What follows belongs to an exercise in optimizing a design on an open flow for small area; a production flow would make more cautious choices.
Where RTL was checked, it was by simulation tests only, not by an equivalence proof against the original.
Only the layout flow was run in runs 1 to 6; the RTL was not checked for function there.
No activity file was given, so power comes from the tool's default toggle rates.

$ cat flow/config.mk
export PLATFORM = sky130hd
export DESIGN_NAME = remimo_core
export DESIGN_NICKNAME = remimo_core
export VERILOG_FILES = /design/flow/design.v
export SDC_FILE = /design/flow/constraint.sdc
export NUM_CORES = 4
export LEC_CHECK = 0
export ABC_AREA = 1
export CAP_MARGIN = 20
export CORE_MARGIN = 2
export CORE_UTILIZATION = 40
export SLEW_MARGIN = 20
$ cat flow/constraint.sdc
create_clock -name core_clock -period 10.0 [get_ports {clk}]
set_input_delay 2.0000 -clock core_clock [delete_from_list [all_inputs] [get_ports {clk}]]
set_output_delay 2.0000 -clock core_clock [all_outputs]
set_load 0.01 [all_outputs]
$ cat flow/design.v
module remimo_core (
    input  wire        clk,
    input  wire        rst,         
    output wire        mem_req,
    output wire        mem_we,
    output wire [15:0] mem_addr,
    output wire [15:0] mem_wdata,
    input  wire        mem_ready,
    input  wire [15:0] mem_rdata,
    output wire        halted,
    output wire [1:0]  cause,       
    output wire [15:0] pc,
    output wire [15:0] r0,
    output wire [15:0] r1,
    output wire [15:0] r2,
    output wire [15:0] r3,
    output wire [3:0]  flags        
);
    localparam S_INIT  = 3'd0;
    localparam S_FETCH = 3'd1;
    localparam S_EXEC  = 3'd2;
    localparam S_ACC   = 3'd3;
    localparam S_P2    = 3'd4;
    localparam S_REST  = 3'd5;
    localparam S_HALT  = 3'd6;
    localparam S_LS1   = 3'd7;
    reg [2:0]  state;
    reg [1:0]  cause_q;
    reg [3:0]  cnt;
    reg [15:0] pc_q, t;
    reg [15:0] x0, x1, x2, x3;
    reg [1:0]  lrd, lrs;
    reg        lst;                  
    reg        c;                    
    reg        pcc;                  
    reg        fc, fn, fv, fz;
    wire init  = (state == S_INIT);
    wire fetch = (state == S_FETCH);
    wire exec  = (state == S_EXEC);
    wire acc   = (state == S_ACC);
    wire p2    = (state == S_P2);
    wire rest  = (state == S_REST);
    wire ls1   = (state == S_LS1);
    wire [3:0] op     = t[15:12];
    wire       is_alu = (op[3:2] == 2'b00);
    wire       is_ls  = ls1;
    wire       is_sh  = (op == 4'd6);
    wire       is_mvi = (op == 4'd7);
    wire       is_b   = (op == 4'd8);
    wire       is_bc  = (op == 4'd9);
    wire       immf   = (lrd == lrs);
    wire       first  = (cnt == 4'd0);
    wire       lo     = ~cnt[3];           
    reg [1:0] imm_d;
    always @(*) begin
        case (cnt[1:0])
            2'd0: imm_d = t[1:0];
            2'd1: imm_d = t[3:2];
            2'd2: imm_d = t[5:4];
            default: imm_d = t[7:6];
        endcase
    end
    reg [1:0] rd_o, rs_o;
    always @(*) begin
        case (lrd)
            2'd0: rd_o = x0[1:0];
            2'd1: rd_o = x1[1:0];
            2'd2: rd_o = x2[1:0];
            default: rd_o = x3[1:0];
        endcase
        case (lrs)
            2'd0: rs_o = x0[1:0];
            2'd1: rs_o = x1[1:0];
            2'd2: rs_o = x2[1:0];
            default: rs_o = x3[1:0];
        endcase
    end
    wire       sub    = (op[1:0] == 2'd3) & ~is_ls;
    wire [1:0] alu_b  = immf ? (cnt[2] ? 2'b00 : {imm_d[1] & (cnt[1:0] != 2'd3), imm_d[0]}) : rs_o;
    wire [1:0] add_a  = is_ls ? rs_o : rd_o;
    wire [1:0] add_b  = is_ls ? (cnt[2] ? 2'b00 : t[1:0]) : (sub ? ~alu_b : alu_b);
    wire       cin_r  = ~immf & t[5] & fc & ~is_ls;
    wire       c_in   = first ? (sub ? ~cin_r : cin_r) : c;
    wire       s_c1   = (add_a[0] & add_b[0]) | (c_in & (add_a[0] ^ add_b[0]));
    wire [1:0] s_sum;
    assign s_sum[0] = add_a[0] ^ add_b[0] ^ c_in;
    assign s_sum[1] = add_a[1] ^ add_b[1] ^ s_c1;
    wire       s_c2   = (add_a[1] & add_b[1]) | (s_c1 & (add_a[1] ^ add_b[1]));
    reg [1:0] alu_res;
    always @(*) begin
        case (op[1:0])
            2'd0: alu_res = rd_o & alu_b;
            2'd1: alu_res = rd_o | alu_b;
            default: alu_res = s_sum;
        endcase
    end
    wire alu_fo = ~immf & t[4];
    wire [2:0] sh_k    = t[3:1];
    wire       sh_b    = t[0];
    wire       sh_r    = t[6] | (t[3:0] == 4'd0);
    wire [3:0] l_mid   = 4'd8 - {1'b0, sh_k};
    wire       l_copy  = (cnt < l_mid);
    wire [1:0] sh_src  = sh_r ? (lo ? rs_o : {2{t[5] & c}})
                              : (lo ? 2'b00 : rd_o);
    wire       sh_cin  = (~sh_r & (cnt == l_mid)) ? 1'b0 : c;
    wire [1:0] sh_v    = sh_b ? {sh_src[0], sh_cin} : sh_src;
    wire [1:0] sh_wb   = (~sh_r & l_copy) ? rs_o : (t[7] ? ~sh_v : sh_v);
    wire [3:0] sh_last = sh_r ? (4'd7 + {1'b0, sh_k} + {3'd0, sh_b})
                              : (4'd15 - {1'b0, sh_k});
    wire [1:0] mvi_d  = (cnt[2] == t[8]) ? imm_d : 2'b00;
    wire [1:0] mvi_wb = t[9] ? ~mvi_d : mvi_d;
    reg taken;
    always @(*) begin
        case (t[11:8])
            4'd0:  taken = fz;
            4'd1:  taken = ~fz;
            4'd2:  taken = fc;
            4'd3:  taken = ~fc;
            4'd4:  taken = fn;
            4'd5:  taken = ~fn;
            4'd6:  taken = fv;
            4'd7:  taken = ~fv;
            4'd8:  taken = fc & ~fz;
            4'd9:  taken = ~fc | fz;
            4'd10: taken = (fn == fv);
            4'd11: taken = (fn != fv);
            4'd12: taken = ~fz & (fn == fv);
            4'd13: taken = fz | (fn != fv);
            4'd14: taken = 1'b0;
            default: taken = 1'b1;
        endcase
    end
    wire [1:0] off_d  = cnt[2] ? {2{t[7]}} : imm_d;
    wire [1:0] pa     = (p2 | rest) ? rd_o : pc_q[1:0];
    wire [1:0] pb     = (exec & is_bc & taken) ? off_d : 2'b00;
    wire       pci    = first ? ~rest : pcc;
    wire       p_c1   = (pa[0] & pb[0]) | (pci & (pa[0] ^ pb[0]));
    wire [1:0] p_sum;
    assign p_sum[0] = pa[0] ^ pb[0] ^ pci;
    assign p_sum[1] = pa[1] ^ pb[1] ^ p_c1;
    wire       p_c2   = (pa[1] & pb[1]) | (p_c1 & (pa[1] ^ pb[1]));
    reg        rd_en, rs_en, pc_en, t_sh, last;
    reg [1:0]  wb, pc_in;
    always @(*) begin
        rd_en = 1'b0;
        rs_en = 1'b0;
        pc_en = 1'b0;
        t_sh  = 1'b0;
        last  = 1'b0;
        wb    = 2'b00;
        pc_in = p_sum;
        if (exec) begin
            pc_en = lo;
            last  = (cnt == 4'd7);
            if (is_alu) begin
                rd_en = 1'b1;
                rs_en = 1'b1;
                wb    = alu_fo ? rd_o : alu_res;
            end else if (is_sh) begin
                rd_en = 1'b1;
                rs_en = lo;
                wb    = sh_wb;
                last  = (cnt == sh_last);
            end else if (is_mvi) begin
                rd_en = 1'b1;
                wb    = mvi_wb;
            end else if (is_b) begin
                pc_in = ~cnt[2] ? imm_d : cnt[1] ? 2'b00 : cnt[0] ? t[11:10] : t[9:8];
            end
        end else if (ls1) begin
            pc_en = 1'b1;
            rd_en = 1'b1;
            rs_en = 1'b1;
            t_sh  = 1'b1;
            wb    = pc_q[1:0];
            pc_in = s_sum;
            last  = (cnt == 4'd7);
        end else if (p2 | rest) begin
            rd_en = 1'b1;
            pc_en = 1'b1;
            t_sh  = 1'b1;
            wb    = t[1:0];
            last  = (cnt == 4'd7);
        end else if (init) begin
            pc_en = 1'b1;
            pc_in = 2'b00;
            last  = (cnt == 4'd7);
        end
    end
    wire en0 = init | (rd_en & (lrd == 2'd0)) | (rs_en & (lrs == 2'd0));
    wire en1 = init | (rd_en & (lrd == 2'd1)) | (rs_en & (lrs == 2'd1));
    wire en2 = init | (rd_en & (lrd == 2'd2)) | (rs_en & (lrs == 2'd2));
    wire en3 = init | (rd_en & (lrd == 2'd3)) | (rs_en & (lrs == 2'd3));
    wire [1:0] in0 = init ? 2'b00 : (rd_en & (lrd == 2'd0)) ? wb : x0[1:0];
    wire [1:0] in1 = init ? 2'b00 : (rd_en & (lrd == 2'd1)) ? wb : x1[1:0];
    wire [1:0] in2 = init ? 2'b00 : (rd_en & (lrd == 2'd2)) ? wb : x2[1:0];
    wire [1:0] in3 = init ? 2'b00 : (rd_en & (lrd == 2'd3)) ? wb : x3[1:0];
    always @(posedge clk) begin
        if (en0) x0 <= {in0, x0[15:2]};
        if (en1) x1 <= {in1, x1[15:2]};
        if (en2) x2 <= {in2, x2[15:2]};
        if (en3) x3 <= {in3, x3[15:2]};
        if (pc_en) pc_q <= {pc_in, pc_q[15:2]};
        if ((fetch & mem_ready) | (acc & mem_ready & ~lst))
            t <= mem_rdata;
        else if (t_sh)
            t <= {rd_o, t[15:2]};
        if (fetch & mem_ready) begin
            lrd <= mem_rdata[11:10];
            lrs <= mem_rdata[9:8];
            lst <= mem_rdata[12];
        end
    end
    always @(posedge clk) begin
        if (exec & is_sh)
            c <= sh_src[1];
        else
            c <= s_c2;
        pcc <= p_c2;
    end
    always @(posedge clk) begin
        if (rst) begin
            fc <= 1'b0;
            fn <= 1'b0;
            fv <= 1'b0;
            fz <= 1'b0;
        end else if (exec & is_alu & t[7]) begin
            fz <= (first | fz) & (alu_res == 2'b00);
            if (last) begin
                fc <= op[1] & (s_c2 ^ sub);
                fn <= alu_res[1];
                fv <= op[1] & (sub ? ((rd_o[1] != alu_b[1]) & (rd_o[1] == s_sum[1]))
                                   : ((rd_o[1] == alu_b[1]) & (rd_o[1] != s_sum[1])));
            end
        end
    end
    always @(posedge clk) begin
        if (rst) begin
            state   <= S_INIT;
            cause_q <= 2'd0;
            cnt     <= 4'd0;
        end else begin
            case (state)
                S_INIT, S_P2, S_REST, S_EXEC, S_LS1: begin
                    cnt <= cnt + 4'd1;
                    if (last) begin
                        cnt <= 4'd0;
                        if (rest) begin
                            state   <= S_HALT;
                            cause_q <= 2'd3;
                        end else if (ls1)
                            state <= s_c2 ? S_REST : S_ACC;
                        else
                            state <= S_FETCH;
                    end
                end
                S_FETCH: begin
                    if (pc_q[15]) begin
                        state   <= S_HALT;
                        cause_q <= 2'd1;
                    end else if (mem_ready) begin
                        if (mem_rdata[15:12] > 4'd9) begin
                            state   <= S_HALT;
                            cause_q <= 2'd2;
                        end else if (mem_rdata[15:13] == 3'b010)
                            state <= S_LS1;
                        else
                            state <= S_EXEC;
                    end
                end
                S_ACC: begin
                    if (mem_ready)
                        state <= S_P2;
                end
                default: ;    
            endcase
        end
    end
    assign mem_req   = (fetch & ~pc_q[15]) | acc;
    assign mem_we    = acc & lst;
    assign mem_addr  = pc_q;
    assign mem_wdata = t;
    assign halted = (state == S_HALT);
    assign cause  = cause_q;
    assign pc     = pc_q;
    assign r0     = x0;
    assign r1     = x1;
    assign r2     = x2;
    assign r3     = x3;
    assign flags  = {fc, fn, fv, fz};
endmodule
$ cat flow/run.sh
#!/bin/bash
# synth_recipe.tcl (not shown) runs the flow's synth.tcl, then flattens the netlist and writes it again
# the make line also repeats each setting of config.mk as NAME=value (left out here)
make -C /OpenROAD-flow-scripts/flow DESIGN_CONFIG=/design/flow/config.mk WORK_HOME=/design/flow/orfs CLKGATE_MAP_FILE= SYNTH_SCRIPT=/design/flow/synth_recipe.tcl finish
==> metrics.md, run 1 <==
| Metric | Value |
|---|---|
| Status | timing/DRC/antenna clean |
| Hold Crit Class | reg -> reg |
| Initial antenna violation count | 0 |
| Most common cell in the netlist | nand2_1 |
| Reg2Reg Depth | 17 |
| Post-DP HPWL | 12900 um |
| Post-Synth Adder-Cell Area | 4.27% |
| Power Density | 342 nW/um^2 |
| First-pass DRT Iterations | 5 |
| Lkg Pwr | 3.26 nW |
| Drt wl/cell | 17.6 um |
| Post-Synth XOR/XNOR Area | 1.03% |
| Gr ovfl total | 0 |
| IO Pins | 140 |
| Post-synthesis compound-gate area fraction | 11.2% |
| FF/Latch Area | 3330 sq um |
| P&R area growth vs syn | 34.3% |
| Syn avg cell area | 9.46 sq um |
| Startpoint types | register |
| Setup WS post-layout | 5.99 ns |
| Yosys reg bits | 116 |
| Hold Fails Final Rpt | 0 |
| Slowest CP cell | clkdlybuf4s50_1 |
| Post-Syn Area | 5980 sq um |
| Die height | 126 um |
| Remaining antenna violation count | 0 |
| TNS Setup | 0 ns |
| Final Critical Period | 4.01 ns |
| Post-CTS setup buffer count | 0 |
| Layout Nets | 800 |
| Share of layout cells above drive strength 1 | 8.38% |
| Hold Path Stages | 0 |
| Async set or reset register ratio after synthesis | 0% |
| Yosys top cell by area | edfxtp_1 |
| Largest family of logic cells by synthesized area | simple AND/OR/NAND/NOR gates |
| Buffers plus inverters on the worst setup path | 3 |
| Ys Warns | 1 |
| Crit-path cells | inv_2 -> nor2_1 -> nand2_1 -> inv_1 -> nand2_1 -> nand2_1 -> clkdlybuf4s50_1 |
| Clk root buf | clkbuf_16 |
| Remaining DRCs | 0 |
| Die Wd | 126 um |
| Worst vdd ir | 0.188 mV |
| Fraction of the mapped netlist area in simple logic gates | 19.3% |
| First-pass GRT wire length | 26500 um |
| EDFF count, synth | 101 |
| Top FF cell, synth | edfxtp_1 |
| Final Wtd Congestion | 0.901 |
| Hold_buf cts | 0 |
| CP dominant cell by count | nand2_1 |
| Port bufs | 139 |
| Dpl ws | 6.24 ns |
| Yosys cell types | 40 |
| Synth cell count leaders | nand2_1 (146), edfxtp_1 (101), inv_1 (66) |
| Sink Count | 116 |
| RSZ-0062 raised after global routing | no |
| Fillers | 1277 |
| Clock Latency Late Sink | 0.41 ns |
| Final Max Tran Viols | 0 |
| Tot Pwr | 2.74 mW |
| Area contributors post-synth | edfxtp_1 (51%), nand2_1 (9.2%), dfxtp_1 (5.0%), o21ai_0 (4.6%), inv_1 (4.1%) |
| Row Count | 44 |
| Sequential fraction of the synthesis area | 55.8% |
| H-tree Lvls | 4 |
| Die area | 15900 sq um |
| Vias in the first global route | 4874 |
| Total clock buffers created by CTS | 17 |
| CP top delay family | buffers and inverters |
| Setup violators final | 0 |
| Final core occ | 55.0% |
| Crit. End Element | output pin |
| Final hold slack | 0.445 ns |
| Core area | 14600 sq um |
| Max stage delay on crit path | 0.54 ns |
| Least-Margin Pin Slew | 0.787 ns |
| CP required | 8.00 ns |
| Fmax | 249 MHz |
| Critical path type | reg -> out |
| Share of the synthesized area in the top cell type | 50.7% |
| CTS clk-pin slew, worst paths | 0.06 ns |
| Post-synthesis cell count | 632 |
| Clock Skew | 0.00967 ns |
| Crit path DAT | 2.01 ns |
| Post-Syn Nets | 669 |
| Largest net degree at the start of global routing | 30 |
| Initial DRC count | 386 |
| Max Root-Sink Buffers | 2 |
| Worst-path fanout max | 6 |
| TritonCTS clock tree | built |
| Final wirelength | 16900 um |
| Gr usage total | 21.7% |
| Slew HR | 47.0% |
| Critical Path Stages | 7 |
| Initial Util | 41.0% |
| Max Cap Violations | 0 |
| Final worst-path cycle share | 40.1% |
| N_diodes | 0 |
| DR vias/cell | 5.24 |
| Mux cell area share after synthesis | 0% |
| Via count | 5027 |
| Multi-input gate area | 2160 sq um |
| Resized cells post-CTS | 0 |
[flip-flops by register name, indices dropped and copies added, names as in the netlist]
signal   flops
lrd          2
fz           1
x1          16
state        3
cnt          4
x2          16
lst          1
lrs          2
fv           1
c            1
x0          16
fc           1
cause_q      2
t           16
pcc          1
pc_q        16
fn           1
x3          16
[where the power goes]
part / internal (mW) / switching (mW) / total (mW) / leakage [nW]
clock network: 0.389 / 0.216 / 0.606 / 0.279
logic: 0.502 / 0.642 / 1.14 / 1.78
registers: 0.832 / 0.163 / 0.994 / 1.20
total: 1.72 / 1.02 / 2.74 / 3.26
[logic make-up (layout without fill, tap and decap cells)]
family,after synthesis,count (layout)
adders and majority gates,18,18
AOI/OAI and AO/OA,117,117
buffers and inverters,109,253
DFF,116,116
xor gates and xnor gates,7,7
and+or+nand+nor,265,265
[through the flow]
step,instance area [sq um],instances
after floorplan,5980,632
after global placement,7440,928
after detailed placement,7440,928
after CTS,8030,960
after global routing,8030,960
final,8030,960
[path summary, 6_finish.rpt]
check | startpoint | end | slack (ns)
setup / recovery | state[0]$_SDFFE_PP0P_ | mem_req | 5.99
hold / removal | x1[8]$_DFFE_PP_ | x1[6]$_DFFE_PP_ | 0.44
setup reg to reg | cnt[0]$_SDFFE_PP0N_ | x3[15]$_SDFFCE_PP0P_ | 6.34
hold reg to reg | x1[8]$_DFFE_PP_ | x1[6]$_DFFE_PP_ | 0.44
[final cells by class]
| class | count | share of cell area [%] |
|---|---|---|
| flip-flops and latches | 116 | 41.5 |
| clock buffers | 18 | 5.35 |
| clock inverters | 14 | 2.00 |
| inverters | 77 | 3.60 |
| multi-input cells | 407 | 26.9 |
| repair buffers | 144 | 17.8 |
| well taps | 184 | 2.87 |
[cells in the final DEF, fill, tap and decap left out, types with 2 or more instances in the layout]
cell	synthesis	routed
a211oi_1	3	3
a21oi_1	29	29
a31oi_1	5	5
buf_4	23	5
bufinv_16	0	3
clkbuf_16	0	17
clkdlybuf4s50_1	0	139
clkinv_1	2	5
clkinv_2	0	2
clkinvlp_4	0	3
dfxtp_1	15	15
edfxtp_1	101	101
fa_1	4	4
ha_1	14	14
inv_1	66	66
inv_2	9	9
inv_6	0	2
nand2_1	146	146
nand2_2	7	7
nand2_4	2	2
nand3_1	36	36
nand4_1	6	6
nor2_1	49	49
nor2_2	3	3
nor2_4	2	2
nor3_1	6	6
nor3_2	2	2
nor4_1	2	2
o2111ai_1	2	2
o211ai_1	7	7
o21ai_0	55	53
o21ai_1	4	6
o311ai_0	2	2
o31ai_2	0	3
or2_1	3	3
xor2_1	6	6
[per-layer routing]
metal	vias up	track usage, %	wire, um
met2	209	32.9	7750
met1	2390	30.1	7730
met4	0	7.18	304
met3	28	6.37	1130
met5	-	0	0
li1	2400	-	-
==> inputs of run 2 (changes only) <==
--- a/flow/config.mk
+++ b/flow/config.mk
@@ -7,3 +7,2 @@
 export LEC_CHECK = 0
-export ABC_AREA = 1
 export CAP_MARGIN = 20
==> run 2 against run 1 <==
Routed wire length shrank 2.8%; power shrank 19%; die area is 0.45% higher; largest power group is now registers; flip-flop and latch count unchanged.
==> metrics.md, run 2 <==
| Metric | Value |
|---|---|
| Final core occ | 55.1% (+0.086 points) |
| Drt wl/cell | 19.7 um (+12%) |
| N_diodes | 0 (unchanged) |
| Most common cell in the netlist | edfxtp_1 |
| Post-Syn Area | 6010 sq um (+0.46%) |
| Gr ovfl total | 0 (unchanged) |
| Setup WS post-layout | 5.29 ns (-0.699 ns) |
| Slew HR | 44.5% (-2.5 points) |
| Final wirelength | 16400 um (-2.8%) |
| Vias in the first global route | 4401 (-9.7%) |
| Die height | 127 um (+0.23%) |
| Least-Margin Pin Slew | 0.831 ns (+0.0443 ns) |
| Dpl ws | 5.35 ns (-0.888 ns) |
| Ys Warns | 1 (unchanged) |
| CP required | 10.15 ns (+2.15 ns) |
| Gr usage total | 20.9% (-0.85 points) |
| Synth cell count leaders | edfxtp_1 (101), o21ai_0 (30), nand2_1 (27), nor2_1 (27), inv_1 (24) |
| Yosys reg bits | 116 (unchanged) |
| Final Max Tran Viols | 0 (unchanged) |
| Sink Count | 116 (unchanged) |
| Power Density | 276 nW/um^2 (-19%) |
| Row Count | 44 (unchanged) |
| DR vias/cell | 5.55 (+5.9%) |
| Final hold slack | 0.446 ns (+0.000613 ns) |
| Startpoint types | register |
| Area contributors post-synth | edfxtp_1 (51%), dfxtp_1 (5.0%), ha_1 (2.9%), mux2_2 (2.8%), buf_4 (2.6%) |
| GRT Max-Usage Layer | met1 |
| Crit. End Element | register |
| Initial Util | 41.2% (+0.19 points) |
| Async set or reset register ratio after synthesis | 0% (unchanged) |
| Max Cap Violations | 0 (unchanged) |
| Hold_buf cts | 0 (unchanged) |
| Die Wd | 127 um (+0.23%) |
| Clock Latency Late Sink | 0.41 ns (about the same) |
| First-pass GRT wire length | 25400 um (-3.9%) |
| Initial DRC count | 503 (+30%) |
| IO Pins | 140 (unchanged) |
| Remaining antenna violation count | 0 (unchanged) |
| TNS Setup | 0 ns (unchanged) |
| Worst vdd ir | 0.116 mV (-38%) |
| Largest net degree at the start of global routing | 28 (-6.7%) |
| Via count | 4621 (-8.1%) |
| Fmax | 212 MHz (-15%) |
| Share of the synthesized area in the top cell type | 50.5% (-0.23 points) |
| Post-CTS setup buffer count | 0 (unchanged) |
| Lkg Pwr | 2.96 nW (-9.3%) |
| Die area | 16000 sq um (+0.45%) |
| Met1 Track Usage GR | 30.9% (+0.80 points) |
| Most frequent cells in the layout | clkdlybuf4s50_1 (139), edfxtp_1 (101), o21ai_0 (29), nor2_1 (27), nand2_1 (27) |
| Port bufs | 139 (unchanged) |
| Max stage delay on crit path | 0.49 ns (-0.05 ns) |
| Met3 GRT Util | 5.19% (-1.2 points) |
| Commonest non-fill, non-tap cell in the layout | clkdlybuf4s50_1 |
| Initial antenna violation count | 0 (unchanged) |
| Syn avg cell area | 11.6 sq um (+23%) |
| TritonCTS clock tree | built |
| Setup violators final | 0 (unchanged) |
| Hold Fails Final Rpt | 0 (unchanged) |
| Crit path DAT | 4.86 ns (+2.85 ns) |
| Resized cells post-CTS | 0 (unchanged) |
| Yosys top cell by area | edfxtp_1 |
| Share of layout cells above drive strength 1 | 10.6% (+2.3 points) |
| Hold Crit Class | reg -> reg |
| P&R area growth vs syn | 33.9% |
| Final Critical Period | 4.71 ns (+0.699 ns) |
| RSZ-0062 raised after global routing | no |
| EDFF count, synth | 101 (unchanged) |
| Post-Syn Nets | 553 (-17%) |
| Post-DP HPWL | 12200 um (-5.1%) |
| Clk root buf | clkbuf_16 |
| Final Wtd Congestion | 0.974 (+8.1%) |
| Final worst-path cycle share | 47.1% (+7.0 points) |
| Clock Skew | 0.00768 ns (-0.00199 ns) |
| Core area | 14600 sq um (unchanged) |
| Sequential fraction of the synthesis area | 55.5% (-0.26 points) |
| M2 GR Usage | 30.0% (-2.8 points) |
| Max Root-Sink Buffers | 2 (unchanged) |
| Remaining DRCs | 0 (unchanged) |
| Worst-path fanout max | 6 (unchanged) |
| Top FF cell, synth | edfxtp_1 |
| Status | timing/DRC/antenna clean |
| Post-synthesis cell count | 516 (-18%) |
| CTS clk-pin slew, worst paths | 0.05 ns (about the same) |
| Slowest CP cell | a222oi_1 |
| Layout Nets | 673 (-16%) |
| Critical path type | reg -> reg |
| H-tree Lvls | 4 (unchanged) |
| Crit-path cells | inv_1 -> ha_1 -> a222oi_1 -> a211oi_1 -> mux2i_1 -> xor2_1 -> a21oi_1 -> fa_1 -> inv_1 -> fa_1 -> nand2b_1 -> o31a_1 -> mux2i_1 -> o21ai_0 -> a211o_1 -> o32ai_2 -> o21ai_1 |
| First-pass DRT Iterations | 5 (unchanged) |
| Yosys cell types | 64 (+60%) |
| Total clock buffers created by CTS | 17 (unchanged) |
run 2: cell count changes after synthesis, moves of 18 or more:
cell and change:
clkbuf_1 +18, inv_1 -42, nand2_1 -119, nor2_1 -22, nor2b_1 +20, o21ai_0 -25
run 2: routing by layer:
metal  vias to the layer above  part of all wire, %
met2                       212                   44
met5                         -                    0
li1                       2160                    -
met4                         0                  1.3
met3                        15                  7.1
met1                      2234                   48
run 2: area by class of cell:
class	instances	area (sq um)
Fill cell	1252	6550
Inverter	25	93.8
Multi-Input combinational cell	330	2350
Clock inverter	13	158
Sequential cell	116	3330
Tap cell	184	230
Timing Repair Buffer	146	1440
Clock buffer	19	433
run 2: worst max-delay path: cells and delay by family, from the launching register on:
family                   cells  cell delay (ns)
AO/OA/AOI/OAI                8             1.81
adder cells (fa/ha/maj)      3             1.15
multiplexers                 2             0.45
flip-flops                   1             0.43
buffers and inverters        2             0.25
XOR/XNOR                     1             0.18
AND/OR/NAND/NOR              1             0.18
run 2: kinds of logic after synthesis:
| logic type | after synthesis | share of synthesized area [%] |
|---|---|---|
| adders and majority gates | 18 | 4.25 |
| AOI/OAI and AO/OA | 111 | 12.2 |
| buffers and inverters | 70 | 5.87 |
| DFF | 116 | 55.5 |
| muxes | 32 | 6.27 |
| xor gates and xnor gates | 16 | 2.33 |
| and+or+nand+nor | 153 | 13.5 |
run 2: through the flow:
| step | power (mW) | cells | instance area (sq um) |
|---|---|---|---|
| 2_1_floorplan | 1.24 | 516 | 6010 |
| 4_1_cts | 2.22 | 833 | 8040 |
| 5_1_grt | 2.33 | 833 | 8040 |
| 3_3_place_gp | 1.61 | 800 | 7440 |
| 6_report | 2.22 | 833 | 8040 |
| 3_5_place_dp | 1.61 | 801 | 7450 |
run 2: power breakdown:
| part | internal, mW | total (mW) | switching (mW) |
|---|---|---|---|
| clock network | 0.390 | 0.603 | 0.213 |
| logic | 0.375 | 0.791 | 0.416 |
| registers | 0.708 | 0.821 | 0.114 |
| total | 1.47 | 2.22 | 0.743 |
run 2: worst paths after layout:
kind,depth (start not counted),end,slack (ns),startpoint
max,17,x1[15]$_SDFFCE_PP0P_,5.29,cnt[0]$_SDFFE_PP0N_
min,0,x1[5]$_DFFE_PP_,0.45,x1[7]$_DFFE_PP_
max reg2reg,17,x1[15]$_SDFFCE_PP0P_,5.29,cnt[0]$_SDFFE_PP0N_
min reg2reg,0,x1[5]$_DFFE_PP_,0.45,x1[7]$_DFFE_PP_
==> inputs of run 3 (changes only) <==
--- a/flow/config.mk
+++ b/flow/config.mk
@@ -7,2 +7,3 @@
 export LEC_CHECK = 0
+export ABC_AREA = 1
 export CAP_MARGIN = 20
@@ -10,2 +11,3 @@
 export CORE_UTILIZATION = 40
+export CTS_BUF_LIST = sky130_fd_sc_hd__clkbuf_4
 export SLEW_MARGIN = 20
==> run 3 against run 2 <==
Synthesized cell count is 22% higher; hold slack gained 0.013 ns; design area fell by 3.8%; clock-buffer cell count is 1 lower; critical path type is now reg -> out; first-iteration DRC count decreased by 18%; fmax is 14% higher; power is 13% higher; utilization is 2.1 points lower; cell count increased by 15%; area after synthesis shrank 0.46%; via count increased by 8.6%.
==> metrics.md, run 3 <==
| Metric | Value |
|---|---|
| H-tree Lvls | 4 (unchanged) |
| Tot Pwr | 2.49 mW (+13%) |
| TNS Setup | 0 ns (unchanged) |
| Area contributors post-synth | edfxtp_1 (51%), nand2_1 (9.2%), dfxtp_1 (5.0%), o21ai_0 (4.6%), inv_1 (4.1%) |
| Yosys top cell by area | edfxtp_1 |
| Via count | 5019 (+8.6%) |
| Sequential fraction of the synthesis area | 55.8% (+0.26 points) |
| Slew HR | 46.6% (+2.1 points) |
| Max Root-Sink Buffers | 2 (unchanged) |
| Fillers | 1304 (+4.2%) |
| Async set or reset register ratio after synthesis | 0% (unchanged) |
| Final Wtd Congestion | 0.901 (-7.5%) |
| Lkg Pwr | 3.13 nW (+5.9%) |
| Ys Warns | 1 (unchanged) |
| Yosys reg bits | 116 (unchanged) |
| Clock Latency Late Sink | 0.54 ns (+0.13 ns) |
| Initial antenna violation count | 0 (unchanged) |
| Sink Count | 116 (unchanged) |
| Post-CTS setup buffer count | 0 (unchanged) |
| Top FF cell, synth | edfxtp_1 |
| EDFF count, synth | 101 (unchanged) |
| Yosys cell types | 40 (-38%) |
| Syn avg cell area | 9.46 sq um (-19%) |
| Least-Margin Pin Slew | 0.793 ns (-0.0387 ns) |
| Layout Nets | 800 (+19%) |
| Resized cells post-CTS | 0 (unchanged) |
| Clock Skew | 0.0211 ns (+0.0134 ns) |
| Final Max Tran Viols | 0 (unchanged) |
| First-pass GRT wire length | 26200 um (+3.1%) |
| RSZ-0062 raised after global routing | no |
| Post-synthesis cell count | 632 (+22%) |
| Drt wl/cell | 17.4 um (-12%) |
| Hold Fails Final Rpt | 0 (unchanged) |
| Die Wd | 126 um (-0.23%) |
| Die area | 15900 sq um (-0.45%) |
| Final wirelength | 16700 um (+1.9%) |
| Status | timing/DRC/antenna clean |
| DR vias/cell | 5.23 (-5.8%) |
| Most frequent cells in the layout | nand2_1 (146), clkdlybuf4s50_1 (139), edfxtp_1 (101), inv_1 (66), o21ai_0 (53) |
| Post-route insts no fill | 960 (+15%) |
| Largest net degree at the start of global routing | 30 (+7.1%) |
| Post-DP HPWL | 12900 um (+5.4%) |
| CTS clk-pin slew, worst paths | 0.11 ns (+0.06 ns) |
| Final worst-path cycle share | 41.4% (-5.7 points) |
| Commonest non-fill, non-tap cell in the layout | nand2_1 |
| Core area | 14600 sq um (unchanged) |
| Remaining antenna violation count | 0 (unchanged) |
| Fmax | 241 MHz (+14%) |
| Row Count | 44 (unchanged) |
| Worst-path fanout max | 6 (unchanged) |
| Gr usage total | 21.5% (+0.63 points) |
| First-pass DRT Iterations | 5 (unchanged) |
| Synth cell count leaders | nand2_1 (146), edfxtp_1 (101), inv_1 (66) |
| Hold_buf cts | 0 (unchanged) |
| Inst Count DP | 928 (+16%) |
| Hold Crit Class | reg -> reg |
| IO Pins | 140 (unchanged) |
| Initial Util | 41.0% (-0.19 points) |
| Startpoint types | register |
| Die height | 126 um (-0.23%) |
| Final Critical Period | 4.14 ns (-0.568 ns) |
| Post-Syn Area | 5980 sq um (-0.46%) |
| Share of the synthesized area in the top cell type | 50.7% (+0.23 points) |
| Share of layout cells above drive strength 1 | 8.51% (-2.1 points) |
| TritonCTS clock tree | built |
| P&R area growth vs syn | 29.3% |
| Worst vdd ir | 0.176 mV (+51%) |
| Power Density | 322 nW/um^2 (+17%) |
| Setup violators final | 0 (unchanged) |
| Post-Syn Nets | 669 (+21%) |
| CP required | 8.00 ns (-2.15 ns) |
| Remaining DRCs | 0 (unchanged) |
| Max Cap Violations | 0 (unchanged) |
| Clk root buf | clkbuf_4 |
| Port bufs | 139 (unchanged) |
| Final core occ | 53.0% (-2.1 points) |
| Critical path type | reg -> out |
| Initial DRC count | 413 (-18%) |
| Most common cell in the netlist | nand2_1 |
| N_diodes | 0 (unchanged) |
| Total clock buffers created by CTS | 17 (unchanged) |
| Vias in the first global route | 4840 (+10%) |
| Crit. End Element | output pin |
| Gr ovfl total | 0 (unchanged) |
| Crit path DAT | 2.14 ns (-2.72 ns) |
run 3: changes by cell type after synthesis, moves of 9 or more:
cell and change:
nand2_1 +119, mux2_2 -15, a21oi_1 +10, clkbuf_1 -18
nor2_1 +22, mux2i_1 -14, inv_1 +42, nand3_1 +16
nor2b_1 -20, xnor2_1 -9, o21ai_0 +25
run 3: final cells by class:
type	count	area (sq um)	area share, %
Sequential cell	116	3330	43.1
Multi-Input combinational cell	407	2160	27.9
Timing Repair Buffer	144	1430	18.5
Inverter	77	289	3.74
Tap cell	184	230	2.98
Clock inverter	14	160	2.07
Clock buffer	18	135	1.75
run 3: where the power goes:
group	total [mW]	internal, mW	switching, mW
Clock	0.358	0.174	0.184
Sequential	0.991	0.829	0.162
Combinational	1.14	0.502	0.642
Total	2.49	1.50	0.988
run 3: kinds of logic after synthesis:
logic type / share of synthesized area (%)
AOI/OAI and AO/OA: 11.2
xor gates and xnor gates: 1.03
adders and majority gates: 4.27
buffers and inverters: 8.43
DFF: 55.8
and+or+nand+nor: 19.3
run 3: worst paths after layout:
| path | startpoint | end | slack, ns | cells after the start |
|---|---|---|---|---|
| max | state[0]$_SDFFE_PP0P_ | mem_req | 5.86 | 7 |
| max reg2reg | cnt[0]$_SDFFE_PP0N_ | x2[15]$_SDFFCE_PP0P_ | 6.34 | 17 |
| min | x1[8]$_DFFE_PP_ | x1[6]$_DFFE_PP_ | 0.46 | 0 |
| min reg2reg | x1[8]$_DFFE_PP_ | x1[6]$_DFFE_PP_ | 0.46 | 0 |
run 3: metal layers:
| layer | GRT usage (%) | wire length (um) | share of wire (%) |
|---|---|---|---|
| met5 | 0 | 0 | 0 |
| met4 | 7.95 | 342 | 2.0 |
| met3 | 5.10 | 1030 | 6.1 |
| met2 | 32.7 | 7670 | 46 |
| met1 | 30.1 | 7710 | 46 |
run 3: per-stage QoR:
step	setup WS, ns	instance area [sq um]	hold slack (ns)
final	5.86	7730	0.458
after global routing	5.68	7730	0.470
after CTS	5.82	7730	0.458
after detailed placement	6.24	7440	0.435
after global placement	6.28	7440	0.431
after floorplan	6.88	5980	0.460
run 3: critical path, stage by stage, from the launching register on:
cell	delay, ns
dfxtp_1	0.45
inv_2	0.07
nor2_1	0.13
nand2_1	0.11
inv_1	0.08
nand2_1	0.10
nand2_1	0.12
clkdlybuf4s50_1	0.54
==> inputs of run 4 (changes only) <==
==> flow/flow/run.sh (new file) <==
#!/bin/bash
# Standard ORFS layout, with every port buffered by the smallest buffer cell.
set -euo pipefail
export BUFFER_PORTS_ARGS="-buffer_cell sky130_fd_sc_hd__buf_1"
bash standard.sh > standard_flow.log 2>&1
==> flow/standard.sh (new file) <==
#!/bin/bash
# synth_recipe.tcl (not shown) runs the flow's synth.tcl, then flattens the netlist and writes it again
# the make line also repeats each setting of config.mk as NAME=value (left out here)
make -C /OpenROAD-flow-scripts/flow DESIGN_CONFIG=/design/flow/config.mk WORK_HOME=/design/flow/orfs CLKGATE_MAP_FILE= SYNTH_SCRIPT=/design/flow/synth_recipe.tcl "${@:-finish}"
removed: flow/run.sh
==> run 4 against run 3 <==
Global-route usage is 0.52 points lower; highest routed layer unchanged; utilization is 6.0 points lower; clock-buffer cell count stayed put; largest power group is now registers; hold slack worse by 0.0085 ns; area after synthesis stayed put; via count is 0.14% lower; synthesized cell count stayed put; fmax is 11% higher; combinational power is 21% lower; worst setup slack better by 0.40 ns; cell count is 0.10% lower.
==> metrics.md, run 4 <==
| Metric | Value |
|---|---|
| Die height | 126 um (unchanged) |
| Total clock buffers created by CTS | 17 (unchanged) |
| Max stage delay on crit path | 0.46 ns (-0.08 ns) |
| Die area | 15900 sq um (unchanged) |
| Initial antenna violation count | 0 (unchanged) |
| First-pass GRT wire length | 25700 um (-2.1%) |
| Fillers | 1392 (+6.7%) |
| Resized cells post-CTS | 0 (unchanged) |
| P&R area growth vs syn | 14.8% |
| Slew HR | 36.7% (-9.9 points) |
| Crit-path cells | inv_2 -> nor2_1 -> nand2_1 -> inv_1 -> nand2_1 -> nand2_1 -> buf_1 |
| Sink Count | 116 (unchanged) |
| Post-CTS setup buffer count | 0 (unchanged) |
| Most common cell in the netlist | nand2_1 |
| Setup violators final | 0 (unchanged) |
| Die Wd | 126 um (unchanged) |
| Inst Count DP | 928 (unchanged) |
| Clk root buf | clkbuf_4 |
| Layout Nets | 800 (unchanged) |
| Post-route insts no fill | 959 (-0.10%) |
| Core area | 14600 sq um (unchanged) |
| Post-Syn Nets | 669 (unchanged) |
| Clock Skew | 0.0203 ns (-0.000734 ns) |
| First-pass DRT Iterations | 5 (unchanged) |
| Synth cell count leaders | nand2_1 (146), edfxtp_1 (101), inv_1 (66) |
| Share of the synthesized area in the top cell type | 50.7% (unchanged) |
| Buffers plus inverters on the worst setup path | 3 (unchanged) |
| Final Wtd Congestion | 0.929 (+3.1%) |
| Yosys cell types | 40 (unchanged) |
| Hold Fails Final Rpt | 0 (unchanged) |
| Fmax | 267 MHz (+11%) |
| N_diodes | 0 (unchanged) |
| Remaining antenna violation count | 0 (unchanged) |
| Lkg Pwr | 2.78 nW (-11%) |
| WL met1 | 7520 um (-2.4%) |
| Least-Margin Pin Slew | 0.939 ns (+0.147 ns) |
| Final Critical Period | 3.74 ns (-0.402 ns) |
| Yosys top cell by area | edfxtp_1 |
| Critical path type | reg -> out |
| Gr usage total | 21.0% (-0.52 points) |
| Worst-path fanout max | 6 (unchanged) |
| CP dominant cell by count | nand2_1 |
| Reg2Reg Depth | 17 (unchanged) |
| FF/Latch Area | 3330 sq um (unchanged) |
| Yosys reg bits | 116 (unchanged) |
| TNS Setup | 0 ns (unchanged) |
| TritonCTS clock tree | built |
| CP top delay family | flip-flops |
| Crit path DAT | 1.74 ns (-0.40 ns) |
| Area contributors post-synth | edfxtp_1 (51%), nand2_1 (9.2%), dfxtp_1 (5.0%), o21ai_0 (4.6%), inv_1 (4.1%) |
| RSZ-0062 raised after global routing | no |
| Drt wl/cell | 17.1 um (-1.8%) |
| H-tree Lvls | 4 (unchanged) |
| Startpoint types | register |
| Post-DP HPWL | 12400 um (-3.4%) |
| Commonest non-fill, non-tap cell in the layout | nand2_1 |
| Port bufs | 139 (unchanged) |
| Power Density | 328 nW/um^2 (+1.6%) |
| Clock Latency Late Sink | 0.53 ns (about the same) |
| Vias in the first global route | 4841 (+0.021%) |
| Largest net degree at the start of global routing | 30 (unchanged) |
| Post-synthesis cell count | 632 (unchanged) |
| Ys Warns | 1 (unchanged) |
| CP required | 8.00 ns (about the same) |
| Multi-input gate area | 2160 sq um (unchanged) |
| Top FF cell, synth | edfxtp_1 |
| Share of layout cells above drive strength 1 | 8.77% (+0.27 points) |
| Syn avg cell area | 9.46 sq um (unchanged) |
| Remaining DRCs | 0 (unchanged) |
| DR vias/cell | 5.23 (about the same) |
| CTS clk-pin slew, worst paths | 0.11 ns (about the same) |
| Reg2Reg Setup Slack | 6.42 ns (+0.08 ns) |
| Max Root-Sink Buffers | 2 (unchanged) |
| Sequential fraction of the synthesis area | 55.8% (unchanged) |
| Slowest CP cell | dfxtp_1 |
| Final wirelength | 16400 um (-1.9%) |
| Worst vdd ir | 0.180 mV (+2.2%) |
| Row Count | 44 (unchanged) |
| Via count | 5012 (-0.14%) |
| Critical Path Stages | 7 (unchanged) |
| Most frequent cells in the layout | nand2_1 (146), buf_1 (139), edfxtp_1 (101), inv_1 (66), o21ai_0 (53) |
| Crit. End Element | output pin |
| Met3 wire len | 1170 um (+14%) |
| Hold Crit Class | reg -> reg |
| Hold Path Stages | 0 (unchanged) |
| Routed wl met2 | 7310 um (-4.7%) |
| EDFF count, synth | 101 (unchanged) |
| Hold_buf cts | 0 (unchanged) |
| Gr ovfl total | 0 (unchanged) |
| Post-Syn Area | 5980 sq um (unchanged) |
| Initial DRC count | 499 (+21%) |
| Final Max Tran Viols | 0 (unchanged) |
| Final worst-path cycle share | 37.4% (-4.0 points) |
| Initial Util | 41.0% (unchanged) |
| Max Cap Violations | 0 (unchanged) |
| IO Pins | 140 (unchanged) |
| Async set or reset register ratio after synthesis | 0% (unchanged) |
| Status | timing/DRC/antenna clean |
| Highest metal used | met4 |
-- run 4: cell types whose count changed in the layout (fill, tap and decap cells not counted) --
cell and delta:
buf_1 +139, clkdlybuf4s50_1 -139, clkinv_1 -3, clkinv_2 +2
-- run 4: logic make-up after synthesis --
kind of cell | share of synthesized area [%]
simple gates | 19.3
compound gates | 11.2
flops | 55.8
buf+inv | 8.43
fa+ha+maj | 4.27
xor+xnor | 1.03
-- run 4: report_power, final --
group | switching, mW | leakage [nW] | internal [mW]
Combinational | 0.626 | 1.43 | 0.271
Sequential | 0.160 | 1.20 | 0.828
Clock | 0.188 | 0.154 | 0.175
Total | 0.974 | 2.78 | 1.27
-- run 4: area by class of cell --
class | count | share of cell area [%]
multi-input cells | 407 | 31.4
well taps | 184 | 3.36
repair buffers | 144 | 8.15
clock inverters | 13 | 2.32
flip-flops and latches | 116 | 48.6
inverters | 77 | 4.21
clock buffers | 18 | 1.97
-- run 4: through the flow --
stage	power (mW)	setup slack, ns	util, %	area [sq um]	hold slack, ns
final	2.25	6.26	47.0	6860	0.450
after CTS	2.27	6.22	47.0	6860	0.455
after floorplan	1.57	6.88	-	5980	0.460
after global routing	2.42	5.94	47.0	6860	0.466
after detailed placement	1.90	6.47	45.0	6570	0.433
after global placement	1.88	6.52	45.0	6570	0.428
-- run 4: metal layers --
metal	GRT usage (%)	up-vias
met5	0	-
met4	8.73	0
met3	5.86	34
met2	31.3	227
met1	28.9	2356
li1	-	2395
-- run 4: final timing paths --
check                             start                   end
setup / recovery  state[0]$_SDFFE_PP0P_               mem_req
hold / removal          x3[4]$_DFFE_PP_       x3[2]$_DFFE_PP_
setup reg to reg    cnt[0]$_SDFFE_PP0N_  x3[15]$_SDFFCE_PP0P_
hold reg to reg         x3[4]$_DFFE_PP_       x3[2]$_DFFE_PP_
-- run 4: worst register-to-register path, cell delays in order (launching register included) --
cell and delay, ns:
dfxtp_1 0.47, inv_1 0.20, ha_1 0.27, a21oi_1 0.15
a31oi_1 0.16, nand3_1 0.11, nand2_1 0.10, o32ai_1 0.12
a31oi_1 0.09, fa_1 0.40, inv_1 0.07, fa_1 0.42
a21oi_1 0.26, a21oi_1 0.10, a21oi_1 0.14, nand2_1 0.15
nand2_1 0.09, nand2_1 0.05
==> inputs of run 5 (changes only) <==
==> flow/flow/run.sh (replaced) <==
#!/bin/bash
# Standard ORFS layout (the standard.sh) with two changes to how it is built:
# every port is buffered by the smallest buffer cell, and the clock tree uses
# small buffers, larger sink clusters and no dummy loads.
set -euo pipefail
export BUFFER_PORTS_ARGS="-buffer_cell sky130_fd_sc_hd__buf_1"
export CTS_ARGS="-sink_clustering_enable -repair_clock_nets -buf_list sky130_fd_sc_hd__clkbuf_8 -dont_use_dummy_load -sink_clustering_size 30 -sink_clustering_max_diameter 100"
bash standard.sh > standard_flow.log 2>&1
--- a/flow/config.mk
+++ b/flow/config.mk
@@ -11,3 +11,2 @@
 export CORE_UTILIZATION = 40
-export CTS_BUF_LIST = sky130_fd_sc_hd__clkbuf_4
 export SLEW_MARGIN = 20
==> run 5 against run 4 <==
Power decreased by 2.2%; first-iteration DRC count decreased by 5.4%; design area decreased by 0.88%; critical path depth unchanged; area after synthesis unchanged; cell count decreased by 1.5%; synthesized cell count unchanged; register-to-register slack about the same; sequential power about the same; die area unchanged; hold slack got worse by 0.0059 ns.
==> metrics.md, run 5 <==
| Metric | Value |
|---|---|
| Max Root-Sink Buffers | 2 (unchanged) |
| Yosys reg bits | 116 (unchanged) |
| Worst vdd ir | 0.177 mV (-1.2%) |
| Fillers | 1396 (+0.29%) |
| Power Density | 323 nW/um^2 (-1.3%) |
| Async set or reset register ratio after synthesis | 0% (unchanged) |
| Share of layout cells above drive strength 1 | 7.10% (-1.7 points) |
| Commonest non-fill, non-tap cell in the layout | nand2_1 |
| Max stage delay on crit path | 0.44 ns (-0.02 ns) |
| P&R area growth vs syn | 13.8% |
| Syn avg cell area | 9.46 sq um (unchanged) |
| Clk root buf | clkbuf_8 |
| Reg2Reg Depth | 17 (unchanged) |
| Die area | 15900 sq um (unchanged) |
| CTS clk-pin slew, worst paths | 0.07 ns (-0.04 ns) |
| Reg2Reg Setup Slack | 6.42 ns (about the same) |
| EDFF count, synth | 101 (unchanged) |
| Clock Latency Late Sink | 0.44 ns (-0.09 ns) |
| Post-CTS setup buffer count | 0 (unchanged) |
| Post-Syn Area | 5980 sq um (unchanged) |
| Remaining DRCs | 0 (unchanged) |
| Ys Warns | 1 (unchanged) |
| Initial DRC count | 472 (-5.4%) |
| Hold_sp | x3[4]$_DFFE_PP_ |
| Share of the synthesized area in the top cell type | 50.7% (unchanged) |
| Resized cells post-CTS | 0 (unchanged) |
| TritonCTS clock tree | built |
| Multi-input gate area | 2160 sq um (unchanged) |
| Lkg Pwr | 2.75 nW (-1.2%) |
| Die height | 126 um (unchanged) |
| Setup crit end | mem_req |
| Synth cell count leaders | nand2_1 (146), edfxtp_1 (101), inv_1 (66) |
| Slowest CP cell | dfxtp_1 |
| Setup violators final | 0 (unchanged) |
| Gr usage total | 21.0% (about the same) |
| Crit Reg-Reg Startpoint | cnt[0]$_SDFFE_PP0N_ |
| First-pass DRT Iterations | 5 (unchanged) |
| DR vias/cell | 5.29 (+1.2%) |
| First-pass GRT wire length | 25600 um (-0.43%) |
| Sequential fraction of the synthesis area | 55.8% (unchanged) |
| Most frequent cells in the layout | nand2_1 (146), buf_1 (139), edfxtp_1 (101), inv_1 (66), o21ai_0 (53) |
| CP dominant cell by count | nand2_1 |
| Post-synthesis cell count | 632 (unchanged) |
| Critical path type | reg -> out |
| Final Wtd Congestion | 0.929 (unchanged) |
| Crit-path cells | inv_2 -> nor2_1 -> nand2_1 -> inv_1 -> nand2_1 -> nand2_1 -> buf_1 |
| Post-DP HPWL | 12400 um (unchanged) |
| RSZ-0062 raised after global routing | no |
| Clock Skew | 0.0308 ns (+0.0105 ns) |
| Yosys cell types | 40 (unchanged) |
| Post-Syn Nets | 669 (unchanged) |
| FF/Latch Area | 3330 sq um (unchanged) |
| Post-route insts no fill | 945 (-1.5%) |
| Hold Crit Class | reg -> reg |
| Top FF cell, synth | edfxtp_1 |
| Initial Util | 41.0% (unchanged) |
| Sink Count | 116 (unchanged) |
| Final worst-path cycle share | 36.2% (-1.1 points) |
| CP startpoint | state[0]$_SDFFE_PP0P_ |
| Row Count | 44 (unchanged) |
| Die Wd | 126 um (unchanged) |
| Status | timing/DRC/antenna clean |
| Largest net degree at the start of global routing | 30 (unchanged) |
| Least-Margin Pin Slew | 0.955 ns (+0.0153 ns) |
| Area contributors post-synth | edfxtp_1 (51%), nand2_1 (9.2%), dfxtp_1 (5.0%), o21ai_0 (4.6%), inv_1 (4.1%) |
| CP top delay family | simple AND/OR/NAND/NOR gates |
| Critical Path Stages | 7 (unchanged) |
| Yosys top cell by area | edfxtp_1 |
| Final Critical Period | 3.62 ns (-0.115 ns) |
| H-tree Lvls | 4 (unchanged) |
| Final Max Tran Viols | 0 (unchanged) |
| CP required | 8.00 ns (about the same) |
| Via count | 4999 (-0.26%) |
| IO Pins | 140 (unchanged) |
| N_diodes | 0 (unchanged) |
| Inst Count DP | 928 (unchanged) |
| Fmax | 276 MHz (+3.2%) |
| Slew HR | 35.7% (-1.0 points) |
| Vias in the first global route | 4849 (+0.17%) |
| Final wirelength | 16500 um (+0.15%) |
| TNS Setup | 0 ns (unchanged) |
| Layout Nets | 800 (unchanged) |
| Core area | 14600 sq um (unchanged) |
| Remaining antenna violation count | 0 (unchanged) |
| Hold_buf cts | 0 (unchanged) |
| Drt wl/cell | 17.4 um (+1.6%) |
| Crit. End Element | output pin |
| Max Cap Violations | 0 (unchanged) |
| Buffers plus inverters on the worst setup path | 3 (unchanged) |
| Gr ovfl total | 0 (unchanged) |
| Hold Fails Final Rpt | 0 (unchanged) |
| RR Endpoint | x2[15]$_SDFFCE_PP0P_ |
| Initial antenna violation count | 0 (unchanged) |
| Crit path DAT | 1.62 ns (-0.12 ns) |
| Port bufs | 139 (unchanged) |
| Startpoint types | register |
| Most common cell in the netlist | nand2_1 |
| Total clock buffers created by CTS | 17 (unchanged) |
| Worst-path fanout max | 6 (unchanged) |
==> run 5: cell counts after synthesis <==
No cell type changed its count.
==> run 5: report_power, final <==
| part | internal (mW) | switching [mW] |
|---|---|---|
| clock | 0.149 | 0.162 |
| combinational | 0.271 | 0.627 |
| sequential | 0.831 | 0.160 |
| total | 1.25 | 0.949 |
==> run 5: worst min-delay path by stage <==
stage                      endpoint  cells after the start
floorplan           fc$_SDFFE_PP0P_                      2
global placement    x0[2]$_DFFE_PP_                      0
detailed placement  x2[0]$_DFFE_PP_                      0
CTS                 x3[2]$_DFFE_PP_                      0
global route        x3[2]$_DFFE_PP_                      0
finish              x3[2]$_DFFE_PP_                      0
==> run 5: kinds of logic (layout without fill, tap and decap cells) <==
kind of cell / Yosys count / in the layout / share of synthesized area (%)
buf+inv: 109 / 238 / 8.43
xor+xnor: 7 / 7 / 1.03
flops: 116 / 116 / 55.8
simple gates: 265 / 265 / 19.3
compound gates: 117 / 117 / 11.2
fa+ha+maj: 18 / 18 / 4.27
==> run 5: worst reg2reg max path, delay by kind of cell (launching register included) <==
kind,cells,cell delay (ns)
DFF,1,0.45
adders and majority gates,3,1.10
and+or+nand+nor,5,0.50
buffers and inverters,2,0.26
AOI/OAI and AO/OA,7,1.02
==> run 5: cell type report <==
type,count,share of cell area [%]
repair buffers,144,8.22
inverters,77,4.25
clock buffers,17,3.44
flip-flops and latches,116,49.0
well taps,184,3.38
multi-input cells,407,31.7
==> run 5: per-stage QoR <==
stage / util (%) / instance area (sq um) / hold slack (ns) / worst slack, ns / total power [mW]
2_1_floorplan: - / 5980 / 0.460 / 6.88 / 1.57
3_3_place_gp: 45.0 / 6570 / 0.428 / 6.52 / 1.88
3_5_place_dp: 45.0 / 6570 / 0.433 / 6.47 / 1.90
4_1_cts: 46.6 / 6800 / 0.447 / 6.36 / 2.21
5_1_grt: 46.6 / 6800 / 0.463 / 5.94 / 2.37
6_report: 46.6 / 6800 / 0.444 / 6.38 / 2.20
==> run 5: per-layer routing <==
layer | global-route usage (%) | part of all wire, % | vias up | wire length [um]
met5 | 0 | 0 | - | 0
met4 | 9.83 | 3.1 | 0 | 504
met3 | 5.86 | 7.3 | 42 | 1210
met2 | 30.9 | 44 | 224 | 7270
met1 | 28.8 | 45 | 2353 | 7470
li1 | - | - | 2380 | -
==> inputs of run 6 (changes only) <==
--- a/flow/flow/run.sh
+++ b/flow/flow/run.sh
@@ -6,3 +6,3 @@
 export BUFFER_PORTS_ARGS="-buffer_cell sky130_fd_sc_hd__buf_1"
-export CTS_ARGS="-sink_clustering_enable -repair_clock_nets -buf_list sky130_fd_sc_hd__clkbuf_8 -dont_use_dummy_load -sink_clustering_size 30 -sink_clustering_max_diameter 100"
+export CTS_ARGS="-sink_clustering_enable -repair_clock_nets -buf_list sky130_fd_sc_hd__clkbuf_4 -dont_use_dummy_load -sink_clustering_size 20 -sink_clustering_max_diameter 60"
 bash standard.sh > standard_flow.log 2>&1
==> run 6 against run 5 <==
Still clean on timing, DRC and antenna; non-clock buffer count is the same; critical path depth is the same; sequential power is essentially flat; via count is essentially flat; clock power shrank 26%; flip-flop and latch count is the same; combinational power is essentially flat; critical path type unchanged; critical endpoint unchanged; highest routed layer unchanged.
==> metrics.md, run 6 <==
| Metric | Value |
|---|---|
| Status | timing/DRC/antenna clean |
| Initial DRC count | 579 (+23%) |
| Sink Count | 116 (unchanged) |
| Final worst-path cycle share | 37.2% (+0.90 points) |
| Yosys cell types | 40 (unchanged) |
| Clk network pwr share | 10.8% (-3.3 points) |
| Critical path type | reg -> out |
| DR vias/cell | 5.29 (about the same) |
| Most common cell in the netlist | nand2_1 |
| Sw frac | 44.3% (+1.2 points) |
| Sequential fraction of the synthesis area | 55.8% (unchanged) |
| Max Root-Sink Buffers | 2 (unchanged) |
| Crit. End Element | output pin |
| Least-Margin Pin Slew | 0.940 ns (-0.0144 ns) |
| Largest net degree at the start of global routing | 30 (unchanged) |
| Max Cap Violations | 0 (unchanged) |
| Crit Reg-Reg Startpoint | cnt[0]$_SDFFE_PP0N_ |
| Core area | 14600 sq um (unchanged) |
| Power Density | 316 nW/um^2 (-2.3%) |
| Gr ovfl total | 0 (unchanged) |
| CTS clk-pin slew, worst paths | 0.11 ns (+0.04 ns) |
| Clock Skew | 0.0464 ns (+0.0156 ns) |
| Hold_buf cts | 0 (unchanged) |
| Reg2Reg Depth | 17 (unchanged) |
| First-pass GRT wire length | 25600 um (about the same) |
| Remaining DRCs | 0 (unchanged) |
| Gr usage total | 21.0% (-0.036 points) |
| Hold Fails Final Rpt | 0 (unchanged) |
| Synth cell count leaders | nand2_1 (146), edfxtp_1 (101), inv_1 (66) |
| Commonest non-fill, non-tap cell in the layout | nand2_1 |
| Final Critical Period | 3.72 ns (+0.0903 ns) |
| Final Wtd Congestion | 0.929 (unchanged) |
| Drt wl/cell | 17.4 um (-0.32%) |
| Yosys top cell by area | edfxtp_1 |
| Reg2Reg Setup Slack | 6.43 ns (about the same) |
| Setup violators final | 0 (unchanged) |
| Hold Crit Class | reg -> reg |
| Post-CTS setup buffer count | 0 (unchanged) |
| Multi-input gate area | 2160 sq um (unchanged) |
| Top FF cell, synth | edfxtp_1 |
| Logic pwr share | 42.4% (+1.6 points) |
| Ys Warns | 1 (unchanged) |
| Port bufs | 139 (unchanged) |
| Via count | 4996 (-0.060%) |
| First-pass DRT Iterations | 5 (unchanged) |
| Row Count | 44 (unchanged) |
| Flop pwr share | 46.8% (+1.8 points) |
| Final Max Tran Viols | 0 (unchanged) |
| Fillers | 1400 (+0.29%) |
| Dpl ws | 6.47 ns (unchanged) |
| EDFF count, synth | 101 (unchanged) |
| Layout Nets | 800 (unchanged) |
| RR Endpoint | x2[15]$_SDFFCE_PP0P_ |
| TritonCTS clock tree | built |
| Initial antenna violation count | 0 (unchanged) |
| Lkg Pwr | 2.71 nW (-1.6%) |
| Int Pwr | 1.18 mW (-5.8%) |
| Vias in the first global route | 4800 (-1.0%) |
| Clock Latency Late Sink | 0.54 ns (+0.10 ns) |
| Resized cells post-CTS | 0 (unchanged) |
| IO Pins | 140 (unchanged) |
| CP startpoint | state[0]$_SDFFE_PP0P_ |
| Sw power | 937 uW (-1.2%) |
| RSZ-0062 raised after global routing | no |
| Inst Count DP | 928 (unchanged) |
| Most frequent cells in the layout | nand2_1 (146), buf_1 (139), edfxtp_1 (101), inv_1 (66), o21ai_0 (53) |
| Worst vdd ir | 0.178 mV (about the same) |
| Remaining antenna violation count | 0 (unchanged) |
| Async set or reset register ratio after synthesis | 0% (unchanged) |
| Syn avg cell area | 9.46 sq um (unchanged) |
| Die height | 126 um (unchanged) |
| CP required | 8.00 ns (about the same) |
| Setup WS post-layout | 6.28 ns (-0.0903 ns) |
| N_diodes | 0 (unchanged) |
| FF/Latch Area | 3330 sq um (unchanged) |
| H-tree Lvls | 4 (unchanged) |
| Share of the synthesized area in the top cell type | 50.7% (unchanged) |
| Die Wd | 126 um (unchanged) |
| P&R area growth vs syn | 12.0% |
| Area contributors post-synth | edfxtp_1 (51%), nand2_1 (9.2%), dfxtp_1 (5.0%), o21ai_0 (4.6%), inv_1 (4.1%) |
| Worst-path fanout max | 6 (unchanged) |
| Setup crit end | mem_req |
| Post-Syn Area | 5980 sq um (unchanged) |
| Slew HR | 36.7% (+0.97 points) |
| Startpoint types | register |
| TNS Setup | 0 ns (unchanged) |
| Post-Syn Nets | 669 (unchanged) |
| Final wirelength | 16400 um (-0.32%) |
| Crit path DAT | 1.72 ns (+0.10 ns) |
| Yosys reg bits | 116 (unchanged) |
| Post-synthesis cell count | 632 (unchanged) |
| Total clock buffers created by CTS | 17 (unchanged) |
| Share of layout cells above drive strength 1 | 7.10% (unchanged) |
| Clk root buf | clkbuf_4 |
| Fmax | 269 MHz (-2.4%) |
| Post-route insts no fill | 945 (unchanged) |
| Post-DP HPWL | 12400 um (unchanged) |
| Initial Util | 41.0% (unchanged) |
| Die area | 15900 sq um (unchanged) |
run 6: power by group through the flow:
stage,Clock [mW],Combinational (mW),Sequential [mW]
3_3_place_gp,0,0.891,0.990
2_1_floorplan,0,0.542,1.03
6_report,0.229,0.897,0.989
3_5_place_dp,0,0.898,0.997
4_1_cts,0.239,0.902,0.991
5_1_grt,0.255,1.01,1.02
run 6: per-layer routing:
layer  global-route usage (%)  up-vias  wire (um)
met4                     8.27        0        417
li1                         -     2381          -
met1                     29.1     2354       7380
met2                     31.5      226       7390
met5                        0        -          0
met3                     5.48       35       1200
run 6: worst min path at each step:
stage / from / endpoint / slack, ns / cells past startpoint
after floorplan: fc$_SDFFE_PP0P_ / fc$_SDFFE_PP0P_ / 0.46 / 2
after global placement: x0[4]$_DFFE_PP_ / x0[2]$_DFFE_PP_ / 0.43 / 0
after detailed placement: x2[2]$_DFFE_PP_ / x2[0]$_DFFE_PP_ / 0.43 / 0
after CTS: x0[5]$_DFFE_PP_ / x0[3]$_DFFE_PP_ / 0.45 / 0
after global routing: x1[9]$_DFFE_PP_ / x1[7]$_DFFE_PP_ / 0.46 / 0
final: x0[5]$_DFFE_PP_ / x0[3]$_DFFE_PP_ / 0.45 / 0
run 6: layout make-up:
type	instances	area share, %
multi-input cells	407	32.2
well taps	184	3.44
repair buffers	144	8.35
clock buffers	17	1.91
inverters	77	4.32
flip-flops and latches	116	49.8
run 6: kinds of logic (layout without fill, tap and decap cells):
group           count (synthesis)  after routing  synth area share, %
compound gates                117            117                 11.2
buf+inv                       109            238                 8.43
simple gates                  265            265                 19.3
flops                         116            116                 55.8
xor+xnor                        7              7                 1.03
fa+ha+maj                      18             18                 4.27
run 6: critical path, cell delays in order, from the launching register on:
cell and delay (ns):
dfxtp_1 0.45, inv_2 0.08, nor2_1 0.12, nand2_1 0.10
inv_1 0.08, nand2_1 0.10, nand2_1 0.11, buf_1 0.16
run 6: stage by stage:
stage	total power, mW	hold WS, ns	cell area [sq um]	utilization, %
6_report	2.11	0.448	6700	45.9
5_1_grt	2.29	0.457	6700	45.9
4_1_cts	2.13	0.454	6700	45.9
3_5_place_dp	1.90	0.433	6570	45.0
3_3_place_gp	1.88	0.428	6570	45.0
2_1_floorplan	1.57	0.460	5980	-
==> inputs of run 7 (changes only) <==
--- a/flow/design.v
+++ b/flow/design.v
@@ -100,11 +100,12 @@
     wire       sh_r    = t[6] | (t[3:0] == 4'd0);
-    wire [3:0] l_mid   = 4'd8 - {1'b0, sh_k};
-    wire       l_copy  = (cnt < l_mid);
+    wire       l_copy  = lo & (cnt[2:0] <= ~sh_k);
+    wire [3:0] cnt_inc = cnt + 4'd1;
     wire [1:0] sh_src  = sh_r ? (lo ? rs_o : {2{t[5] & c}})
                               : (lo ? 2'b00 : rd_o);
-    wire       sh_cin  = (~sh_r & (cnt == l_mid)) ? 1'b0 : c;
-    wire [1:0] sh_v    = sh_b ? {sh_src[0], sh_cin} : sh_src;
+    wire [1:0] sh_v    = sh_b ? {sh_src[0], c} : sh_src;
     wire [1:0] sh_wb   = (~sh_r & l_copy) ? rs_o : (t[7] ? ~sh_v : sh_v);
-    wire [3:0] sh_last = sh_r ? (4'd7 + {1'b0, sh_k} + {3'd0, sh_b})
-                              : (4'd15 - {1'b0, sh_k});
+    wire       sh_last = sh_r ? ((sh_b ? cnt : cnt_inc) == {1'b1, sh_k})
+                              : (cnt == {1'b1, ~sh_k});
+    wire       sh_rs   = lo;
+    wire       sh_c    = ~(~sh_r & l_copy) & sh_src[1];
     wire [1:0] mvi_d  = (cnt[2] == t[8]) ? imm_d : 2'b00;
@@ -160,5 +161,5 @@
                 rd_en = 1'b1;
-                rs_en = lo;
+                rs_en = sh_rs;
                 wb    = sh_wb;
-                last  = (cnt == sh_last);
+                last  = sh_last;
             end else if (is_mvi) begin
@@ -215,3 +216,3 @@
         if (exec & is_sh)
-            c <= sh_src[1];
+            c <= sh_c;
         else
@@ -244,3 +245,3 @@
                 S_INIT, S_P2, S_REST, S_EXEC, S_LS1: begin
-                    cnt <= cnt + 4'd1;
+                    cnt <= cnt_inc;
                     if (last) begin
==> run 7 against run 6 <==
Still clean on timing, DRC and antenna; worst setup slack got worse by 0.23 ns; critical endpoint unchanged; area after synthesis decreased by 0.75%; cell count decreased by 0.32%; power decreased by 13%; critical path type unchanged; hold slack got worse by 0.011 ns; fmax decreased by 5.7%.
==> metrics.md, run 7 <==
| Metric | Value |
|---|---|
| Remaining DRCs | 0 (unchanged) |
| First-pass DRT Iterations | 5 (unchanged) |
| Crit path DAT | 1.94 ns (+0.22 ns) |
| Sink Count | 116 (unchanged) |
| Setup violators final | 0 (unchanged) |
| Setup WS post-layout | 6.06 ns (-0.226 ns) |
| Die height | 126 um (-0.36%) |
| Post-CTS setup buffer count | 0 (unchanged) |
| Fmax | 254 MHz (-5.7%) |
| Max stage delay on crit path | 0.45 ns (about the same) |
| Power Density | 277 nW/um^2 (-12%) |
| Area contributors post-synth | edfxtp_1 (51%), nand2_1 (9.4%), dfxtp_1 (5.1%), o21ai_0 (4.1%), inv_1 (3.9%) |
| Syn avg cell area | 9.49 sq um (+0.36%) |
| Port bufs | 139 (unchanged) |
| RR Endpoint | x1[15]$_SDFFCE_PP0P_ |
| Layout Nets | 791 (-1.1%) |
| Post-Syn Nets | 657 (-1.8%) |
| Post-Synth XOR/XNOR Area | 1.48% (+0.45 points) |
| Die area | 15800 sq um (-0.73%) |
| Final worst-path cycle share | 39.4% (+2.3 points) |
| Hold Crit Class | reg -> reg |
| Via count | 4963 (-0.66%) |
| TritonCTS clock tree | built |
| Status | timing/DRC/antenna clean |
| Ys Warns | 1 (unchanged) |
| Worst-path fanout max | 6 (unchanged) |
| Sequential fraction of the synthesis area | 56.2% (+0.42 points) |
| Least-Margin Pin Slew | 0.928 ns (-0.0123 ns) |
| Hold_buf cts | 0 (unchanged) |
| CP required | 8.00 ns (about the same) |
| Critical path type | reg -> out |
| First-pass GRT wire length | 25800 um (+0.59%) |
| Hold Fails Final Rpt | 0 (unchanged) |
| Inst Count DP | 924 (-0.43%) |
| Crit-path cells | inv_2 -> nor2_2 -> inv_2 -> nor2_2 -> inv_2 -> nor2_1 -> inv_2 -> nand2_1 -> buf_1 |
| Clock Skew | 0.0323 ns (-0.0141 ns) |
| Die Wd | 126 um (-0.36%) |
| Max Root-Sink Buffers | 2 (unchanged) |
| CTS clk-pin slew, worst paths | 0.10 ns (about the same) |
| Crit. End Element | output pin |
| Initial antenna violation count | 1 (+1) |
| Gr usage total | 21.2% (+0.27 points) |
| Largest family of logic cells by synthesized area | simple AND/OR/NAND/NOR gates |
| Remaining antenna violation count | 0 (unchanged) |
| Reg2Reg Setup Slack | 6.18 ns (-0.25 ns) |
| Lkg Pwr | 2.74 nW (+1.1%) |
| Final Wtd Congestion | 0.960 (+3.4%) |
| Dpl ws | 6.21 ns (-0.256 ns) |
| Largest net degree at the start of global routing | 27 (-10%) |
==> run 7: layer usage <==
metal,share of wire [%],vias up,wire (um),track usage (%)
met2,45,230,7460,31.9
met4,1.6,0,263,6.59
met1,46,2363,7740,30.9
li1,-,2351,-,-
met3,7.2,19,1200,4.72
met5,0,-,0,0
==> run 7: how the worst max path moves through the flow <==
| stage | startpoint | endpoint | slack (ns) |
|---|---|---|---|
| floorplan | cnt[0]$_SDFFE_PP0N_ | x2[15]$_SDFFCE_PP0P_ | 6.71 |
| global placement | cnt[0]$_SDFFE_PP0N_ | x2[15]$_SDFFCE_PP0P_ | 6.30 |
| detailed placement | cnt[0]$_SDFFE_PP0N_ | x2[15]$_SDFFCE_PP0P_ | 6.21 |
| CTS | state[0]$_SDFFE_PP0P_ | mem_req | 6.04 |
| global route | cnt[0]$_SDFFE_PP0N_ | x0[15]$_SDFFCE_PP0P_ | 5.71 |
| finish | state[0]$_SDFFE_PP0P_ | mem_req | 6.06 |
==> run 7: cell families after synthesis <==
logic type                 count (synthesis)
and+or+nand+nor                          267
DFF                                      116
AOI/OAI and AO/OA                        110
adders and majority gates                 13
buffers and inverters                    109
xor gates and xnor gates                  10
==> run 7: stage by stage <==
step	total power [mW]	instance area, sq um	util (%)
2_1_floorplan	1.35	5930	-
3_3_place_gp	1.60	6530	44.9
3_5_place_dp	1.62	6530	44.9
4_1_cts	1.86	6660	45.8
5_1_grt	1.98	6660	45.8
6_report	1.85	6660	45.8
==> run 7: worst max-delay path: cells and delay by family, from the launching register on <==
kind                   cells  cell delay (ns)
and+or+nand+nor            4             0.53
DFF                        1             0.45
buffers and inverters      5             0.44
==> run 7: report_power, final <==
group          internal (mW)  leakage, nW  switching (mW)
registers              0.740         1.25           0.125
logic                  0.228         1.40           0.520
clock network         0.0776       0.0782           0.156
total                   1.05         2.74           0.801
==> run 7: final cells by class <==
class	instances	area, sq um
antenna	1	2.50
clock buffer	17	128
fill	1470	7870
inverter	80	300
multi-input combinational	400	2110
sequential	116	3330
tap	184	230
timing repair buffer	144	559

Check on run 7: ideal ports give 6.059 ns setup slack; a clkbuf_16 on the clock port and buf_2 on the inputs give 6.023 ns; moving port delays by the midpoint clock arrival (0.553 ns) as well gives 6.184 ns.
